Background: an optimization exercise with open tools, aiming at small area. Do not read the settings as production practice. Function was checked by simulation only, so behaviour that the tests miss may differ from the original. No activity file was given, so power comes from the tool's default toggle rates.

==> design.v <==
module tiny16_alu (
    input  wire [4:0]  op,
    input  wire [15:0] a,       
    input  wire [15:0] b,       
    input  wire [2:0]  sh,      
    output reg  [15:0] y,
    output reg         z,
    output reg         n,
    output reg         c,
    output reg         v
);
    localparam OP_LDI  = 5'h02, OP_MOV  = 5'h03, OP_ADD  = 5'h04, OP_SUB  = 5'h05,
               OP_AND  = 5'h06, OP_OR   = 5'h07, OP_XOR  = 5'h08, OP_NOT  = 5'h09,
               OP_SHL  = 5'h0A, OP_SHR  = 5'h0B, OP_ADDI = 5'h0C, OP_CMPI = 5'h0D,
               OP_CMP  = 5'h0E;
    wire [16:0] sum  = {1'b0, a} + {1'b0, b};
    wire [16:0] diff = {1'b0, a} + {1'b0, ~b} + 17'd1;
    wire [31:0] shl  = {16'h0000, a} << sh;
    wire [31:0] shr  = {a, 16'h0000} >> sh;
    always @(*) begin
        y = 16'h0000;
        c = 1'b0;
        v = 1'b0;
        case (op)
            OP_LDI, OP_MOV: y = b;
            OP_ADD, OP_ADDI: begin
                y = sum[15:0];
                c = sum[16];
                v = (a[15] == b[15]) && (sum[15] != a[15]);
            end
            OP_SUB, OP_CMP, OP_CMPI: begin
                y = diff[15:0];
                c = diff[16];
                v = (a[15] != b[15]) && (diff[15] != a[15]);
            end
            OP_AND: y = a & b;
            OP_OR:  y = a | b;
            OP_XOR: y = a ^ b;
            OP_NOT: y = ~a;
            OP_SHL: begin
                y = shl[15:0];
                c = (sh == 3'd0) ? 1'b0 : shl[16];
            end
            OP_SHR: begin
                y = shr[31:16];
                c = (sh == 3'd0) ? 1'b0 : shr[15];
            end
            default: y = b;
        endcase
        z = (y == 16'h0000);
        n = y[15];
    end
endmodule
module tiny16_mmio (
    input  wire        clk,
    input  wire        rst,
    input  wire [7:0]  rd_addr,
    output reg  [7:0]  rd_data,
    input  wire        wr_en,
    input  wire [7:0]  wr_addr,
    input  wire [7:0]  wr_data,
    input  wire        tick,
    output reg         uart_valid,
    output reg  [7:0]  uart_data
);
    reg [15:0] timer;
    reg [15:0] timercmp;
    reg        irq_pending;
    always @(*) begin
        case (rd_addr)
            8'h00:   rd_data = 8'h00;
            8'h01:   rd_data = 8'hFF;
            8'h10:   rd_data = timer[7:0];
            8'h11:   rd_data = timer[15:8];
            8'h12:   rd_data = timercmp[7:0];
            8'h13:   rd_data = timercmp[15:8];
            8'h14:   rd_data = {7'b0, irq_pending};
            default: rd_data = 8'h00;
        endcase
    end
    reg [15:0] timer_w;
    reg [15:0] cmp_w;
    reg        irq_w;
    reg [15:0] timer_t;
    always @(*) begin
        timer_w = timer;
        cmp_w   = timercmp;
        irq_w   = irq_pending;
        if (wr_en) begin
            case (wr_addr)
                8'h10: timer_w[7:0]  = wr_data;
                8'h11: timer_w[15:8] = wr_data;
                8'h12: cmp_w[7:0]    = wr_data;
                8'h13: cmp_w[15:8]   = wr_data;
                8'h14: if (wr_data == 8'h01) irq_w = 1'b0;
                default: ;
            endcase
        end
        timer_t = timer_w + 16'd1;
    end
    always @(posedge clk) begin
        if (rst) begin
            timer       <= 16'h0000;
            timercmp    <= 16'h0000;
            irq_pending <= 1'b0;
            uart_valid  <= 1'b0;
            uart_data   <= 8'h00;
        end else begin
            timercmp   <= cmp_w;
            uart_valid <= wr_en && (wr_addr == 8'h00);
            if (wr_en && (wr_addr == 8'h00))
                uart_data <= wr_data;
            if (tick) begin
                timer <= timer_t;
                if (cmp_w != 16'h0000 && timer_t >= cmp_w)
                    irq_pending <= 1'b1;
                else
                    irq_pending <= irq_w;
            end else begin
                timer       <= timer_w;
                irq_pending <= irq_w;
            end
        end
    end
endmodule
module tiny16_lsu (
    input  wire        clk,
    input  wire        rst,
    input  wire        go,
    input  wire [15:0] addr,
    input  wire        wide,      
    input  wire        we,
    input  wire [15:0] wdata,
    output reg         done,
    output reg  [15:0] rdata,
    output reg         mem_valid,
    output reg  [14:0] mem_addr,
    output reg  [1:0]  mem_wstrb,
    output reg  [15:0] mem_wdata,
    input  wire        mem_ready,
    input  wire [15:0] mem_rdata,
    output wire [7:0]  mmio_addr,
    input  wire [7:0]  mmio_rdata,
    output reg         mmio_we,
    output reg  [7:0]  mmio_wdata
);
    reg       phase;      
    reg [7:0] lo_byte;    
    wire        word_mode = wide && !addr[0] && (addr[15:8] != 8'hFF);
    wire [15:0] cur_addr  = phase ? (addr + 16'd1) : addr;
    wire        cur_mmio  = (cur_addr[15:8] == 8'hFF);
    wire [7:0]  cur_wbyte = phase ? wdata[15:8] : wdata[7:0];
    assign mmio_addr = cur_addr[7:0];
    reg       byte_done;
    reg [7:0] byte_rd;
    always @(*) begin
        mem_valid  = 1'b0;
        mem_addr   = cur_addr[15:1];
        mem_wstrb  = 2'b00;
        mem_wdata  = {cur_wbyte, cur_wbyte};
        mmio_we    = 1'b0;
        mmio_wdata = cur_wbyte;
        byte_done  = 1'b0;
        byte_rd    = 8'h00;
        done       = 1'b0;
        rdata      = 16'h0000;
        if (word_mode) begin
            mem_valid = go;
            mem_addr  = addr[15:1];
            mem_wstrb = we ? 2'b11 : 2'b00;
            mem_wdata = wdata;
            done      = go && mem_ready;
            rdata     = mem_rdata;
        end else begin
            if (cur_mmio) begin
                mmio_we   = go && we;
                byte_done = go;
                byte_rd   = mmio_rdata;
            end else begin
                mem_valid = go;
                mem_wstrb = we ? (cur_addr[0] ? 2'b10 : 2'b01) : 2'b00;
                byte_done = go && mem_ready;
                byte_rd   = cur_addr[0] ? mem_rdata[15:8] : mem_rdata[7:0];
            end
            done  = byte_done && (phase || !wide);
            rdata = wide ? {byte_rd, lo_byte} : {8'h00, byte_rd};
        end
    end
    always @(posedge clk) begin
        if (rst) begin
            phase   <= 1'b0;
            lo_byte <= 8'h00;
        end else if (!word_mode && byte_done) begin
            if (wide && !phase) begin
                phase   <= 1'b1;
                lo_byte <= byte_rd;
            end else begin
                phase <= 1'b0;
            end
        end
    end
endmodule
module tiny16 (
    input  wire        clk,
    input  wire        rst,
    input  wire [15:0] start_pc,
    output wire        mem_valid,
    output wire [14:0] mem_addr,
    output wire [1:0]  mem_wstrb,
    output wire [15:0] mem_wdata,
    input  wire        mem_ready,
    input  wire [15:0] mem_rdata,
    output wire        uart_valid,
    output wire [7:0]  uart_data,
    output reg         halted,
    output reg         fault,
    output reg  [15:0] fault_pc,
    output reg  [4:0]  fault_op
);
    localparam OP_NOP  = 5'h00, OP_HALT = 5'h01, OP_LDI  = 5'h02, OP_MOV  = 5'h03,
               OP_ADD  = 5'h04, OP_SUB  = 5'h05, OP_AND  = 5'h06, OP_OR   = 5'h07,
               OP_XOR  = 5'h08, OP_NOT  = 5'h09, OP_SHL  = 5'h0A, OP_SHR  = 5'h0B,
               OP_ADDI = 5'h0C, OP_CMPI = 5'h0D, OP_CMP  = 5'h0E, OP_LD   = 5'h0F,
               OP_ST   = 5'h10, OP_LDB  = 5'h11, OP_STB  = 5'h12, OP_LDS  = 5'h13,
               OP_STS  = 5'h14, OP_JMP  = 5'h15, OP_JZ   = 5'h16, OP_JNZ  = 5'h17,
               OP_JC   = 5'h18, OP_JN   = 5'h19, OP_CALL = 5'h1A, OP_RET  = 5'h1B,
               OP_IN   = 5'h1C, OP_OUT  = 5'h1D;
    localparam S_FETCH = 3'd0, S_DECODE = 3'd1, S_FETCHK = 3'd2, S_EXEC = 3'd3,
               S_MEM   = 3'd4, S_HALT   = 3'd5;
    reg [2:0]  state;
    reg [15:0] pc;
    reg [15:0] ir;
    reg [15:0] k;
    reg [15:0] x [0:7];
    reg        fz, fn, fc, fv;
    reg [15:0] m_addr;
    reg        m_wide;
    reg        m_we;
    reg [15:0] m_wdata;
    wire [4:0]  op  = ir[15:11];
    wire [2:0]  rd  = ir[10:8];
    wire [2:0]  rs  = ir[7:5];
    wire [15:0] xd  = x[rd];
    wire [15:0] xs  = x[rs];
    wire [15:0] imm8  = {{8{ir[7]}}, ir[7:0]};
    wire [15:0] imm5  = {{11{ir[4]}}, ir[4:0]};
    wire op_illegal = (op == 5'h1E) || (op == 5'h1F);
    wire op_wide    = (op == OP_LDI) || (op == OP_LD) || (op == OP_ST) || (op == OP_LDB) ||
                      (op == OP_STB) || (op == OP_JMP) || (op == OP_JZ) || (op == OP_JNZ) ||
                      (op == OP_JC) || (op == OP_JN) || (op == OP_CALL) || (op == OP_IN) ||
                      (op == OP_OUT);
    wire k_mmio     = (k[15:8] == 8'hFF);
    reg  [15:0] alu_b;
    wire [15:0] alu_y;
    wire        alu_z, alu_n, alu_c, alu_v;
    always @(*) begin
        case (op)
            OP_LDI:                   alu_b = k;
            OP_ADDI, OP_CMPI:         alu_b = imm8;
            default:                  alu_b = xs;
        endcase
    end
    tiny16_alu u_alu (
        .op(op), .a(xd), .b(alu_b), .sh(ir[2:0]),
        .y(alu_y), .z(alu_z), .n(alu_n), .c(alu_c), .v(alu_v)
    );
    reg         lsu_go;
    reg  [15:0] lsu_addr;
    reg         lsu_wide;
    reg         lsu_we;
    reg  [15:0] lsu_wdata;
    wire        lsu_done;
    wire [15:0] lsu_rdata;
    wire [7:0]  mmio_addr;
    wire [7:0]  mmio_rdata;
    wire        mmio_we;
    wire [7:0]  mmio_wdata;
    reg         retire;
    always @(*) begin
        lsu_go    = 1'b0;
        lsu_addr  = pc;
        lsu_wide  = 1'b1;
        lsu_we    = 1'b0;
        lsu_wdata = m_wdata;
        case (state)
            S_FETCH, S_FETCHK: lsu_go = 1'b1;
            S_MEM: begin
                lsu_go    = 1'b1;
                lsu_addr  = m_addr;
                lsu_wide  = m_wide;
                lsu_we    = m_we;
            end
            default: ;
        endcase
    end
    tiny16_lsu u_lsu (
        .clk(clk), .rst(rst),
        .go(lsu_go), .addr(lsu_addr), .wide(lsu_wide), .we(lsu_we), .wdata(lsu_wdata),
        .done(lsu_done), .rdata(lsu_rdata),
        .mem_valid(mem_valid), .mem_addr(mem_addr), .mem_wstrb(mem_wstrb),
        .mem_wdata(mem_wdata), .mem_ready(mem_ready), .mem_rdata(mem_rdata),
        .mmio_addr(mmio_addr), .mmio_rdata(mmio_rdata), .mmio_we(mmio_we),
        .mmio_wdata(mmio_wdata)
    );
    tiny16_mmio u_mmio (
        .clk(clk), .rst(rst),
        .rd_addr(mmio_addr), .rd_data(mmio_rdata),
        .wr_en(mmio_we), .wr_addr(mmio_addr), .wr_data(mmio_wdata),
        .tick(retire),
        .uart_valid(uart_valid), .uart_data(uart_data)
    );
    always @(*) begin
        retire = 1'b0;
        if (state == S_MEM)
            retire = lsu_done;
        else if (state == S_EXEC)
            retire = !((op == OP_LD) || (op == OP_ST) || (op == OP_LDB) || (op == OP_STB) ||
                       (op == OP_LDS) || (op == OP_STS) || (op == OP_CALL) || (op == OP_RET) ||
                       (op == OP_IN) || (op == OP_OUT));
    end
    integer i;
    always @(posedge clk) begin
        if (rst) begin
            state    <= S_FETCH;
            pc       <= start_pc;
            ir       <= 16'h0000;
            k        <= 16'h0000;
            for (i = 0; i < 7; i = i + 1)
                x[i] <= 16'h0000;
            x[7]     <= 16'h7FFC;
            fz       <= 1'b0;
            fn       <= 1'b0;
            fc       <= 1'b0;
            fv       <= 1'b0;
            halted   <= 1'b0;
            fault    <= 1'b0;
            fault_pc <= 16'h0000;
            fault_op <= 5'h00;
            m_addr   <= 16'h0000;
            m_wide   <= 1'b0;
            m_we     <= 1'b0;
            m_wdata  <= 16'h0000;
        end else begin
            case (state)
                S_FETCH: begin
                    if (lsu_done) begin
                        ir    <= lsu_rdata;
                        pc    <= pc + 16'd2;
                        state <= S_DECODE;
                    end
                end
                S_DECODE: begin
                    if (op_illegal) begin
                        halted   <= 1'b1;
                        fault    <= 1'b1;
                        fault_pc <= pc - 16'd2;
                        fault_op <= op;
                        state    <= S_HALT;
                    end else if (op_wide) begin
                        state <= S_FETCHK;
                    end else begin
                        state <= S_EXEC;
                    end
                end
                S_FETCHK: begin
                    if (lsu_done) begin
                        k     <= lsu_rdata;
                        pc    <= pc + 16'd2;
                        state <= S_EXEC;
                    end
                end
                S_EXEC: begin
                    state <= S_FETCH;
                    case (op)
                        OP_NOP: ;
                        OP_HALT: begin
                            halted <= 1'b1;
                            state  <= S_HALT;
                        end
                        OP_LDI, OP_MOV, OP_ADD, OP_SUB, OP_AND, OP_OR, OP_XOR, OP_NOT,
                        OP_SHL, OP_SHR, OP_ADDI: begin
                            x[rd] <= alu_y;
                            fz <= alu_z; fn <= alu_n; fc <= alu_c; fv <= alu_v;
                        end
                        OP_CMPI, OP_CMP: begin
                            fz <= alu_z; fn <= alu_n; fc <= alu_c; fv <= alu_v;
                        end
                        OP_LD, OP_IN: begin
                            m_addr <= k;
                            m_wide <= !((op == OP_IN) && k_mmio);
                            m_we   <= 1'b0;
                            state  <= S_MEM;
                        end
                        OP_LDB: begin
                            m_addr <= k;
                            m_wide <= 1'b0;
                            m_we   <= 1'b0;
                            state  <= S_MEM;
                        end
                        OP_ST, OP_OUT: begin
                            m_addr  <= k;
                            m_wide  <= !((op == OP_OUT) && k_mmio);
                            m_we    <= 1'b1;
                            m_wdata <= xs;
                            state   <= S_MEM;
                        end
                        OP_STB: begin
                            m_addr  <= k;
                            m_wide  <= 1'b0;
                            m_we    <= 1'b1;
                            m_wdata <= xs;
                            state   <= S_MEM;
                        end
                        OP_LDS: begin
                            m_addr <= xs + imm5;
                            m_wide <= 1'b1;
                            m_we   <= 1'b0;
                            state  <= S_MEM;
                        end
                        OP_STS: begin
                            m_addr  <= xd + imm5;
                            m_wide  <= 1'b1;
                            m_we    <= 1'b1;
                            m_wdata <= xs;
                            state   <= S_MEM;
                        end
                        OP_JMP: pc <= k;
                        OP_JZ:  if (fz)  pc <= k;
                        OP_JNZ: if (!fz) pc <= k;
                        OP_JC:  if (fc)  pc <= k;
                        OP_JN:  if (fn)  pc <= k;
                        OP_CALL: begin
                            x[7]    <= x[7] - 16'd2;
                            m_addr  <= x[7] - 16'd2;
                            m_wide  <= 1'b1;
                            m_we    <= 1'b1;
                            m_wdata <= pc;
                            state   <= S_MEM;
                        end
                        OP_RET: begin
                            m_addr <= x[7];
                            m_wide <= 1'b1;
                            m_we   <= 1'b0;
                            state  <= S_MEM;
                        end
                        default: ;
                    endcase
                end
                S_MEM: begin
                    if (lsu_done) begin
                        state <= S_FETCH;
                        case (op)
                            OP_LD, OP_LDB, OP_LDS, OP_IN: begin
                                x[rd] <= lsu_rdata;
                                fz <= (lsu_rdata == 16'h0000);
                                fn <= lsu_rdata[15];
                                fc <= 1'b0;
                                fv <= 1'b0;
                            end
                            OP_CALL: pc <= k;
                            OP_RET: begin
                                pc   <= lsu_rdata;
                                x[7] <= x[7] + 16'd2;
                            end
                            default: ;
                        endcase
                    end
                end
                default: state <= S_HALT;
            endcase
        end
    end
endmodule
==> run.sh <==
#!/bin/bash
# synth_recipe.tcl (not shown) runs the flow's synth.tcl, then flattens the netlist and writes it again
# the make line also repeats each setting of config.mk as NAME=value (left out here)
make -C /OpenROAD-flow-scripts/flow DESIGN_CONFIG=/design/flow/config.mk WORK_HOME=/design/flow/orfs CLKGATE_MAP_FILE= SYNTH_SCRIPT=/design/flow/synth_recipe.tcl finish
==> config.mk <==
export PLATFORM = sky130hd
export DESIGN_NAME = tiny16
export DESIGN_NICKNAME = tiny16
export VERILOG_FILES = /design/flow/design.v
export SDC_FILE = /design/flow/constraint.sdc
export NUM_CORES = 4
export LEC_CHECK = 0
export CAP_MARGIN = 20
export CORE_MARGIN = 2
export CORE_UTILIZATION = 40
export PLACE_DENSITY = 0.6
export SLEW_MARGIN = 20
==> constraint.sdc <==
create_clock -name core_clock -period 10.0 [get_ports {clk}]
set_input_delay 2.0000 -clock core_clock [delete_from_list [all_inputs] [get_ports {clk}]]
set_output_delay 2.0000 -clock core_clock [all_outputs]
set_load 0.01 [all_outputs]
==> run_results.csv <==
group,metric,value,unit
yosys,yosysUniqueCellTypes,107,
die,die_h,247,um
yosys,syn_area_per_cell,8.43,um^2
routing,drc_errors,0,
global_routing,grt_pass1_vias,21900,
die,die_w,247,um
yosys,ys_ff_latch,296,
worst_setup_path,crit_chain,"or3b_2 -> buf_4 -> mux2_4 -> ha_1 -> nand4_1 -> nor3_1 -> o22ai_1 -> a221oi_4 -> o211ai_2 -> a21oi_1 -> nor2_1 -> clkdlybuf4s50_1",
worst_setup_path,required,8.00,ns
routing,first_pass_iters,6,
placed_design,dpl.hpwl,72400,um
cells_and_area,layout-drive-gt1-share,10.0,%
sta,period_share,74.3,%
routing,vias,23300,
yosys,synthTopCellsByArea,"edfxtp_1 (18%), dfxtp_1 (13%), nor2_1 (7.3%), mux4_2 (6.3%), mux2i_1 (5.2%)",
routing,ant_nets,0,
worst_setup_path,reg2reg_slack,3.05,ns
die,ios,101,
worst_setup_path,worstPathMaxFanout,44,
yosys,syn_nets,2925,
clock_tree,hold_buffers,0,
cells_and_area,synthToLayoutAreaGrowth,11.9,%
clock_tree,cts_buffers,36,
sta,min_period,7.43,ns
routing,wl_per_cell,26.8,um
sta,max_freq,0.135,GHz
clock_tree,cts_sinks,296,
sta,setup_viol,0,
placed_design,placed_cell_area,25300,um^2
die,fp.coreArea,58700,um^2
sta,finClkSkew,0.0279,ns
clock_tree,cts_tree,"built",
routing,avgViaCountPerCell,6.49,
sta,hold_violations,0,
worst_setup_path,crit_arrival,5.43,ns
worst_setup_path,worstSetupEndpointType,"output pin",
yosys,syn_area,23600,um^2
sta,rsz0062_at_grt,"false",
die,dieArea,61000,um^2
min_path,hold_start,"halted",
worst_setup_path,crit_type,"flip-flop to output pin",
sta,drv_slew,0,
yosys,ys_seq_area_share,31.2,%
sta,worst_slack,2.57,ns
global_routing,overflow,0,
yosys,ys.flop_type,"dfxtp_1",
yosys,async_reset_ff_share,0,%
global_routing,grt_max_degree,73,
job,cap_violations,0,
yosys,synth_top_area_share,18.3,%
placed_design,io_buffer_count,100,
worst_setup_path,cp-start-kind,"flip-flop",
global_routing,grt_util_all_layers,31.1,%
yosys,ys_top_cells_by_count,"nor2_1 (458), a21oi_1 (230), nand2_1 (214)",
global_routing,grt_pass1_wl,142000,um
outcome,status,"timing/DRC/antenna clean",
yosys,synth_top_cell_by_area,"edfxtp_1",
cells_and_area,fin_util,45.0,%
sta,slew-limit-headroom,25.2,%
routing,finalWirelength,96400,um
sta,finalSetupTns,0,ns
clock_tree,clockBufferDepth,3,
cells_and_area,nets,2920,
global_routing,antenna_found_initial,2,
cells_and_area,stdcell_count,3595,
yosys,syn_inst,2802,
clock_tree,clock_latency,0.58,ns
power_and_ir_drop,worst_ir_drop_vdd,130,uV
sta,tightest_slew,1.12,ns
worst_setup_path,r2r-start,"state[1]",
cells_and_area,final_area,26400,um^2
placed_design,dp_cells,3530,
routing,drt_iter0_markers,2854,
worst_setup_path,cpPeakStageDelay,0.68,ns
clock_tree,cts.htree.levels,2,
die,start_util,40.2,%
die,rows,89,
placed_design,pre_cts_ws,3.18,ns
power_and_ir_drop,p_per_area,140,nW/um^2
clock_tree,ctsResizeCount,0,
power_and_ir_drop,leakagePower,9.43,nW
worst_setup_path,crit_start,"state[1]",
yosys,yosysMostFrequentCell,"nor2_1",
worst_setup_path,slowest_stage,"dfxtp_1",
yosys,synth_warnings,4,
clock_tree,post_cts.repair.setup_buffers,0,
clock_tree,clkTransAtPathRegs,0.06,ns
yosys,synth_edf_count,144,
placed_design,place.gp.congestion,1.01,
clock_tree,clock_tree.root_cell,"clkbuf_16",
min_path,hp-class,"flip-flop to flip-flop",
==> registers in the layout (all words and copies together), names as in the netlist, named ones only <==
register            flops
u_mmio.timercmp        16
k                      16
fz                      1
m_addr                 16
halted                  1
u_mmio.irq_pending      1
u_lsu.phase             1
m_wide                  1
fault_op                5
u_lsu.lo_byte           8
ir                     16
pc                     16
fn                      1
state                   3
u_mmio.uart_valid       1
fault_pc               16
u_mmio.timer           16
fc                      1
m_we                    1
fault                   1
u_mmio.uart_data        8
m_wdata                16
x                     128
==> stage by stage <==
| stage | hold slack, ns | power, mW |
|---|---|---|
| 2_1_floorplan | 0.429 | 2.01 |
| 3_3_place_gp | 0.437 | 2.39 |
| 3_5_place_dp | 0.443 | 2.40 |
| 4_1_cts | 0.452 | 3.67 |
| 5_1_grt | 0.479 | 3.82 |
| 6_report | 0.447 | 3.69 |
==> kinds of logic after synthesis <==
logic type | after synthesis | synth area share [%]
muxes | 222 | 13.3
xor gates and xnor gates | 106 | 3.93
and+or+nand+nor | 1074 | 21.2
buffers and inverters | 300 | 5.07
DFF | 296 | 31.2
AOI/OAI and AO/OA | 716 | 20.6
adders and majority gates | 88 | 4.76
==> where the power goes <==
| group | internal (mW) | total (mW) | switching, mW | leakage (nW) |
|---|---|---|---|---|
| logic | 0.353 | 1.02 | 0.668 | 6.21 |
| clock network | 0.718 | 1.28 | 0.564 | 0.539 |
| registers | 1.31 | 1.39 | 0.0790 | 2.68 |
==> cell usage in the layout (no fill, tap or decap), types with 71 or more instances in the layout <==
master and n:
a21oi_1 228, buf_4 71, clkdlybuf4s50_1 99, dfxtp_1 149
edfxtp_1 144, ha_1 85, inv_1 81, mux2i_1 120
nand2_1 214, nand3_1 79, nor2_1 457, nor3_1 77
o21ai_0 94
==> routing by layer <==
layer	wire (um)	GRT usage [%]	vias to the layer above
met5	13	0	-
met4	4430	12.9	2
met3	9850	5.72	230
met2	43000	48.5	1378
met1	39200	42.2	11400
li1	-	-	10400
==> final timing paths <==
path / to / cells past startpoint
setup reg to reg: u_mmio.irq_pending / 23
hold / removal: halted / 2
setup / recovery: mem_wstrb[0] / 12
hold reg to reg: halted / 2
==> critical path, delay by kind of cell, from the launching register on <==
| family | cells | cell delay (ns) |
|---|---|---|
| buffers and inverters | 2 | 1.01 |
| adders and majority gates | 1 | 0.32 |
| and+or+nand+nor | 4 | 1.16 |
| AOI/OAI and AO/OA | 4 | 1.33 |
| DFF | 1 | 0.68 |
| muxes | 1 | 0.31 |
==> cell type report <==
type,count,area [um^2]
diodes,1,2.50
clock buffers,42,923
clock inverters,20,178
fillers,5756,32300
inverters,84,315
multi-input cells,2206,15100
flip-flops and latches,296,7370
well taps,773,967
repair buffers,173,1570

port drivers added, routing unchanged:
How much do the figures lean on ideal ports? The routed layout below was timed once more, with nothing changed but the port constraints. Step 1 sets driving cells, clkbuf_16 on the clock port and buf_2 on the other inputs (assumed; they add their load-dependent delay and slew). Step 2, shift: input delay + t, output delay - t, t = (earliest + latest rising clock arrival at the registers) / 2. This alone moves slack from input paths to output paths. a / b / c = ideal / step 1 / step 2; a / b = the first two.
t (ns): 0.623
setup slack, ns: 2.566 / 2.506 / 3.047
clock arrival spread, ns: 0.028 / 0.029
slew at the worst register clock pin (ns): 0.07 / 0.07
After both steps setup and hold are still met in this run. For this run, drivers alone change the setup slack by -0.060 ns; drivers and shift together by +0.481 ns.
